From an optimization exercise on the open Yosys and OpenROAD flow, aimed at small area; shortcuts taken in it are not production practice. At most, simulation tests tie the RTL to the original design; equivalence was not proved. Power and IR drop assume default switching activity.

==> flow/design.v <==
module spy_chan (
    input  wire         clk,
    input  wire         rst,       
    input  wire         clr,       
    input  wire         push,      
    input  wire [7:0]   b,
    output wire         emit,      
    output wire         drop,      
    output wire         warn,      
    output wire [247:0] buf_o,     
    output reg          have_sync,
    output reg          resync_pending,
    output wire [4:0]   fill,
    output wire [4:0]   drop_run,
    output reg  [15:0]  desync_cnt
);
    reg [247:0] buf_q;
    reg         full;      
    reg [4:0]   x;         
    assign buf_o = buf_q;
    wire [15:0] mt    = buf_q[15:0];
    wire        valid = (&mt) || (mt <= 16'd11);
    assign emit = push && full && valid;
    assign drop = push && full && !valid;
    assign warn = drop && (&x);
    assign fill     = full ? 5'd31 : x;
    assign drop_run = full ? x : 5'd0;
    always @(posedge clk) begin
        if (push)
            buf_q <= {b, buf_q[247:8]};
    end
    always @(posedge clk) begin
        if (rst || clr) begin
            full           <= 1'b0;
            x              <= 5'd0;
            have_sync      <= 1'b0;
            resync_pending <= 1'b0;
            desync_cnt     <= 16'd0;
        end else if (push) begin
            if (!full) begin
                if (x == 5'd30) begin
                    full <= 1'b1;
                    x    <= 5'd0;
                end else begin
                    x    <= x + 5'd1;
                end
            end else if (valid) begin
                full           <= 1'b0;
                x              <= 5'd0;
                have_sync      <= 1'b1;
                resync_pending <= 1'b0;
            end else begin
                x              <= x + 5'd1;
                have_sync      <= 1'b0;
                resync_pending <= 1'b1;
                if ((&x) && !(&desync_cnt))
                    desync_cnt <= desync_cnt + 16'd1;
            end
        end
    end
endmodule
module spy_sync (
    input  wire         clk,
    input  wire         rst,          
    input  wire [3:0]   op,           
    input  wire [1:0]   op_ch,        
    input  wire [7:0]   op_arg,       
    output reg          res_valid,
    output wire [7:0]   res_err,
    output reg  [1:0]   res_status,
    output reg  [15:0]  res_value,
    output wire         ev_kind,
    output wire [1:0]   ev_channel,
    output wire         ev_resync,
    output wire [15:0]  ev_mtype,
    output wire [255:0] ev_frame
);
    localparam OP_NOP     = 4'h0;
    localparam OP_SPYBYTE = 4'h8;
    localparam OP_SPYPOP  = 4'h9;
    localparam OP_SPYRST  = 4'hA;
    localparam OP_RDSTAT  = 4'hF;
    wire is_byte = (op == OP_SPYBYTE);
    wire ch_ok   = !op_ch[1];
    wire is_pop  = (op == OP_SPYPOP);
    wire is_rst  = (op == OP_SPYRST);
    wire is_stat = (op == OP_RDSTAT);
    wire legal   = (op == OP_NOP) || is_byte || is_pop || is_rst || is_stat;
    wire sel     = op_ch[0];
    wire         emit0, drop0, warn0, hs0, rp0;
    wire         emit1, drop1, warn1, hs1, rp1;
    wire [247:0] buf0, buf1;
    wire [4:0]   fill0, fill1, dr0, dr1;
    wire [15:0]  dc0, dc1;
    spy_chan u_ch0 (
        .clk(clk), .rst(rst), .clr(is_rst),
        .push(is_byte && ch_ok && !sel), .b(op_arg),
        .emit(emit0), .drop(drop0), .warn(warn0), .buf_o(buf0),
        .have_sync(hs0), .resync_pending(rp0),
        .fill(fill0), .drop_run(dr0), .desync_cnt(dc0)
    );
    spy_chan u_ch1 (
        .clk(clk), .rst(rst), .clr(is_rst),
        .push(is_byte && ch_ok && sel), .b(op_arg),
        .emit(emit1), .drop(drop1), .warn(warn1), .buf_o(buf1),
        .have_sync(hs1), .resync_pending(rp1),
        .fill(fill1), .drop_run(dr1), .desync_cnt(dc1)
    );
    wire ch_emit = emit0 | emit1;
    wire ch_drop = drop0 | drop1;
    wire ch_warn = warn0 | warn1;
    wire new_ev  = ch_emit | ch_warn;
    localparam RW = 240 + 4 + 1 + 1;    
    reg [RW-1:0] ring [0:2];
    reg [RW-1:0] h;
    reg          hv;
    reg [2:0]    rhead;      
    reg [1:0]    rcnt;       
    reg [15:0]   ev_dropped;
    wire [2:0]   total   = {2'b00, hv} + {1'b0, rcnt};
    wire         q_empty = !hv && (rcnt == 2'd0);
    wire         q_full  = hv && (rcnt == 2'd3);
    wire         refill  = (!hv && (rcnt != 2'd0)) || (new_ev && q_full);
    wire [247:0] wbuf    = sel ? buf1 : buf0;
    wire [RW-1:0] new_rec = {op_arg, wbuf[247:16],
                             ch_warn ? 4'hC : wbuf[3:0],
                             sel, ch_warn | (sel ? rp1 : rp0)};
    reg [2:0] wsel;
    always @(*) begin
        case (rcnt)
            2'd1:    wsel = {rhead[1:0], rhead[2]};
            2'd2:    wsel = {rhead[0], rhead[2:1]};
            default: wsel = rhead;
        endcase
    end
    genvar k;
    generate
        for (k = 0; k < 3; k = k + 1) begin : g_q
            always @(posedge clk) begin
                if (new_ev && wsel[k])
                    ring[k] <= new_rec;
            end
        end
    endgenerate
    wire [2:0] hs = {3{refill}} & rhead;
    always @(posedge clk) begin
        h <= ({RW{hs[0]}} & ring[0]) | ({RW{hs[1]}} & ring[1])
           | ({RW{hs[2]}} & ring[2]) | ({RW{!refill}} & h);
    end
    always @(posedge clk) begin
        if (rst || is_rst) begin
            hv         <= 1'b0;
            rhead      <= 3'b001;
            rcnt       <= 2'd0;
            ev_dropped <= 16'd0;
        end else begin
            hv    <= !is_pop && (hv || refill);
            if (refill)
                rhead <= {rhead[1:0], rhead[2]};
            rcnt  <= rcnt - {1'b0, refill} + {1'b0, new_ev};
            if (new_ev && q_full && !(&ev_dropped))
                ev_dropped <= ev_dropped + 16'd1;
        end
    end
    wire [3:0] pcode = h[5:2];
    wire       ffff  = &pcode;
    assign ev_kind    = (pcode == 4'hC);
    assign ev_channel = {1'b0, h[1]};
    assign ev_resync  = h[0];
    assign ev_mtype   = {{12{ffff}}, pcode[3:2] & {2{!ev_kind}}, pcode[1:0]};
    assign ev_frame   = {h[RW-1:6], {12{ffff}}, pcode};
    reg e_any, e_ill;
    assign res_err = {1'b0, e_any, 1'b0, e_any, {4{e_ill}}};
    reg       s_q;      
    reg       s_c;      
    reg [2:0] s_a;      
    always @(posedge clk) begin
        if (rst)
            res_valid <= 1'b0;
        else
            res_valid <= (op != OP_NOP);
        e_ill <= !legal;
        e_any <= !legal || (is_byte && !ch_ok);
        res_status <= is_pop ? {1'b0, !q_empty} : {ch_drop, ch_emit};
        s_q <= (op_arg == 8'd7) || (op_arg == 8'd8);
        s_c <= (op_arg[7:3] == 5'b00010);
        s_a <= op_arg[2:0];
    end
    always @(*) begin
        res_value = 16'h0000;
        if (s_q)
            res_value = s_a[0] ? {13'd0, total} : ev_dropped;
        else if (s_c) begin
            case ({s_a[2], s_a[1:0]})
                3'd0: res_value = {14'd0, rp0, hs0};
                3'd1: res_value = {11'd0, fill0};
                3'd2: res_value = {11'd0, dr0};
                3'd3: res_value = dc0;
                3'd4: res_value = {14'd0, rp1, hs1};
                3'd5: res_value = {11'd0, fill1};
                3'd6: res_value = {11'd0, dr1};
                default: res_value = dc1;
            endcase
        end
    end
endmodule
export LEC_CHECK = 0
export CAP_MARGIN = 20
export CORE_MARGIN = 2
export CORE_UTILIZATION = 70
export PLACE_DENSITY = 0.85
export SLEW_MARGIN = 20
create_clock -name core_clock -period 10.0 [get_ports {clk}]
standard.sh (not shown) runs the stock make flow with config.mk's settings and CLKGATE_MAP_FILE= SYNTH_SCRIPT=/design/flow/synth_recipe.tcl, a recipe that flattens the netlist after the stock synthesis.
==> flow/flow/run.sh <==
#!/bin/bash
# Standard layout, with two changes to how it is built:
#  - ports are buffered with the smallest buffer (buf_1) instead of the
#    cell buffer_ports picks by default;
#  - CTS uses clkbuf_4 leaf clusters and inserts no dummy loads.
# Every tool's output goes to a log in this folder (and ORFS's own logs
# under orfs/logs).
set -euo pipefail
export BUFFER_PORTS_ARGS="-buffer_cell sky130_fd_sc_hd__buf_1"
export CTS_ARGS="-sink_clustering_enable -repair_clock_nets -dont_use_dummy_load -buf_list sky130_fd_sc_hd__clkbuf_4 -sink_clustering_size 10 -sink_clustering_max_diameter 40"
bash standard.sh > flow_make.log 2>&1
Rerun with:
==> flow/run.sh (new file) <==
#!/bin/bash
# synth_recipe.tcl (not shown) runs the flow's synth.tcl, then flattens the netlist and writes it again
# the make line also repeats each setting of config.mk as NAME=value (left out here)
make -C /OpenROAD-flow-scripts/flow DESIGN_CONFIG=/design/flow/config.mk WORK_HOME=/design/flow/orfs CLKGATE_MAP_FILE= SYNTH_SCRIPT=/design/flow/synth_recipe.tcl finish
Settings changed: CORE_UTILIZATION 70 to 40, CTS_BUF_LIST set to sky130_fd_sc_hd__clkbuf_8, CTS_CLUSTER_DIAMETER set to 50, CTS_CLUSTER_SIZE set to 16, PLACE_DENSITY 0.85 to unset.
removed: flow/flow/run.sh
removed: flow/standard.sh
Effect:
- first-iteration DRC count drops by a quarter to a third
- total power climbs by about a fifth
- worst hold slack gains 0.027 ns
- critical path depth is unchanged
- utilization drops by 29 points
- final area climbs by a little under a tenth
- register-to-register slack gains 0.41 ns
- sequential share of layout area drops by 5.6 points
- wire length climbs by a few percent
Rerun with:
==> flow/flow/run.sh (new file) <==
#!/bin/bash
# Standard layout, with two changes to how it is built:
#  - ports are buffered with the smallest buffer (buf_1) instead of the
#    cell buffer_ports picks by default;
#  - CTS uses clkbuf_4 leaf clusters and inserts no dummy loads.
# Every tool's output goes to a log in this folder (and ORFS's own logs
# under orfs/logs).
set -euo pipefail
export BUFFER_PORTS_ARGS="-buffer_cell sky130_fd_sc_hd__buf_1"
export CTS_ARGS="-sink_clustering_enable -repair_clock_nets -dont_use_dummy_load -buf_list sky130_fd_sc_hd__clkbuf_4 -sink_clustering_size 10 -sink_clustering_max_diameter 40"
bash standard.sh > flow_make.log 2>&1
==> flow/standard.sh (new file) <==
#!/bin/bash
# synth_recipe.tcl (not shown) runs the flow's synth.tcl, then flattens the netlist and writes it again
# the make line also repeats each setting of config.mk as NAME=value (left out here)
make -C /OpenROAD-flow-scripts/flow DESIGN_CONFIG=/design/flow/config.mk WORK_HOME=/design/flow/orfs CLKGATE_MAP_FILE= SYNTH_SCRIPT=/design/flow/synth_recipe.tcl "${@:-finish}"
Settings changed: CTS_BUF_LIST sky130_fd_sc_hd__clkbuf_8 to unset, CTS_CLUSTER_DIAMETER 50 to unset, CTS_CLUSTER_SIZE 16 to unset, PLACE_DENSITY set to 0.85.
removed: flow/run.sh
Result: Hold slack degrades by 0.074 ns; final cell count fell by 1.4%; power goes down by 13%; count of clock-buffer cells in the layout climbs by 32; routed wire length went down by 2.0%; synthesized area is unchanged; final area decreases by 5.9%.
Rerun with:
Settings changed: PLACE_DENSITY 0.85 to unset.
After rerunning: The new run went through all stages and came out clean. Synthesized cell count is unchanged. Via count came out lower by about 2.5%. Fmax came out higher by about 0.9%. Combinational power came out lower by about 2%. Setup slack improves by 0.054 ns. Final area hardly moves. Total power came out higher by about 0.9%.

* * *

== before ==
Another version of the RTL of spy_sync (not shown whole).
For scale: ~4200 cells after synthesis, roughly 1600 flip-flops, roughly 59000 sq um of cells after synthesis.
// spy_sync
module spy_sync (
    input  wire         clk,
    input  wire         rst,          
    input  wire [3:0]   op,           
    input  wire [1:0]   op_ch,        
    input  wire [7:0]   op_arg,       
    output reg          res_valid,
    output wire [7:0]   res_err,
    output reg  [1:0]   res_status,
    output reg  [15:0]  res_value,
    output wire         ev_kind,
    output wire [1:0]   ev_channel,
    output wire         ev_resync,
    output wire [15:0]  ev_mtype,
    output wire [255:0] ev_frame
);
    localparam OP_NOP     = 4'h0;
    localparam OP_SPYBYTE = 4'h8;
    localparam OP_SPYPOP  = 4'h9;
    localparam OP_SPYRST  = 4'hA;
    localparam OP_RDSTAT  = 4'hF;
    wire is_byte = (op == OP_SPYBYTE);
    wire ch_ok   = !op_ch[1];
    wire is_pop  = (op == OP_SPYPOP);
    wire is_rst  = (op == OP_SPYRST);
    wire is_stat = (op == OP_RDSTAT);
    wire legal   = (op == OP_NOP) || is_byte || is_pop || is_rst || is_stat;
    wire sel     = op_ch[0];
    wire         emit0, drop0, warn0, hs0, rp0;
    wire         emit1, drop1, warn1, hs1, rp1;
    wire [247:0] buf0, buf1;
    wire [4:0]   fill0, fill1, dr0, dr1;
    wire [15:0]  dc0, dc1;
    spy_chan u_ch0 (
        .clk(clk), .rst(rst), .clr(is_rst),
        .push(is_byte && ch_ok && !sel), .b(op_arg),
        .emit(emit0), .drop(drop0), .warn(warn0), .buf_o(buf0),
        .have_sync(hs0), .resync_pending(rp0),
        .fill(fill0), .drop_run(dr0), .desync_cnt(dc0)
    );
    spy_chan u_ch1 (
        .clk(clk), .rst(rst), .clr(is_rst),
        .push(is_byte && ch_ok && sel), .b(op_arg),
  ...
export LEC_CHECK = 0
export ABC_AREA = 1
export CAP_MARGIN = 20
export CORE_MARGIN = 2
export CORE_UTILIZATION = 40
export SLEW_MARGIN = 20
create_clock -name core_clock -period 10.0 [get_ports {clk}]
run.sh (not shown) runs the stock make flow with config.mk's settings and CLKGATE_MAP_FILE= SYNTH_SCRIPT=/design/flow/synth_recipe.tcl, a recipe that flattens the netlist after the stock synthesis.
Stock flow here: none of the scripts above is used.
before finished every stage and its layout cleared the timing, design-rule and antenna checks.
## Diff of input files: after against before
Settings: setting CTS_BUF_LIST to sky130_fd_sc_hd__clkbuf_4 sky130_fd_sc_hd__clkbuf_8 for the first time.
## What came out
- As far as placeable core region goes, before and after are indistinguishable; the numbers are identical.
- No stage failed in after, and the final checks on the layout all came back clean.
- Of after and before, after shows the higher final period demand of the worst path, with before below it.
- In after the vias after detailed routing turned out about 1.4% higher than in before.
- Per the comparison of after with before, number of non-filler instances in the completed layout increased 159; overall power after layout decreased about 3.5%; fraction of layout instances using a drive strength above 1 increased 3.5 points; first-pass GRT wire length increased about 0.7%; cell leakage power increased 0.11 nW.
No functional check of the RTL was part of any run of this note.

re-timing with driven ports:
In the flow no input, the clock included, has a driving cell. The finished layouts below were timed again as built, in two steps.
Step 1 sets driving cells, clkbuf_16 on the clock port and buf_2 on the other inputs (assumed; they add their load-dependent delay and slew).
Step 2 also shifts input and output timing later by t, the mid clock arrival at the registers, as if the neighbouring blocks saw the same clock.
Slacks: no drivers / after step 1 / after step 2; pairs: no drivers / after step 1.
run | t, ns | slack for setup (ns) | latest minus earliest clock arrival (ns) | worst register clock-pin slew, ns | worst data-port slew with drivers (ns)
the first run of note 1 | 1.044 | 4.435 / 4.373 / 3.770 | 0.137 / 0.138 | 0.11 / 0.11 | 0.03
the second run of note 1 | 0.948 | 4.440 / 4.369 / 4.142 | 0.055 / 0.054 | 0.10 / 0.10 | 0.06
the third run of note 1 | 1.151 | 4.057 / 3.992 / 3.833 | 0.197 / 0.197 | 0.11 / 0.11 | 0.07
the fourth run of note 1 | 1.204 | 4.111 / 4.040 / 4.244 | 0.162 / 0.163 | 0.11 / 0.11 | 0.06
before | 0.850 | 3.192 / 3.118 / 3.602 | 0.032 / 0.032 | 0.06 / 0.06 | 0.08
after | 1.038 | 3.059 / 2.980 / 3.560 | 0.068 / 0.068 | 0.07 / 0.07 | 0.07
After both steps setup and hold are still met in every run listed. The setup slack of the first run of note 1, which loses most, moves by -0.062 ns with the drivers and by -0.665 ns with both steps.
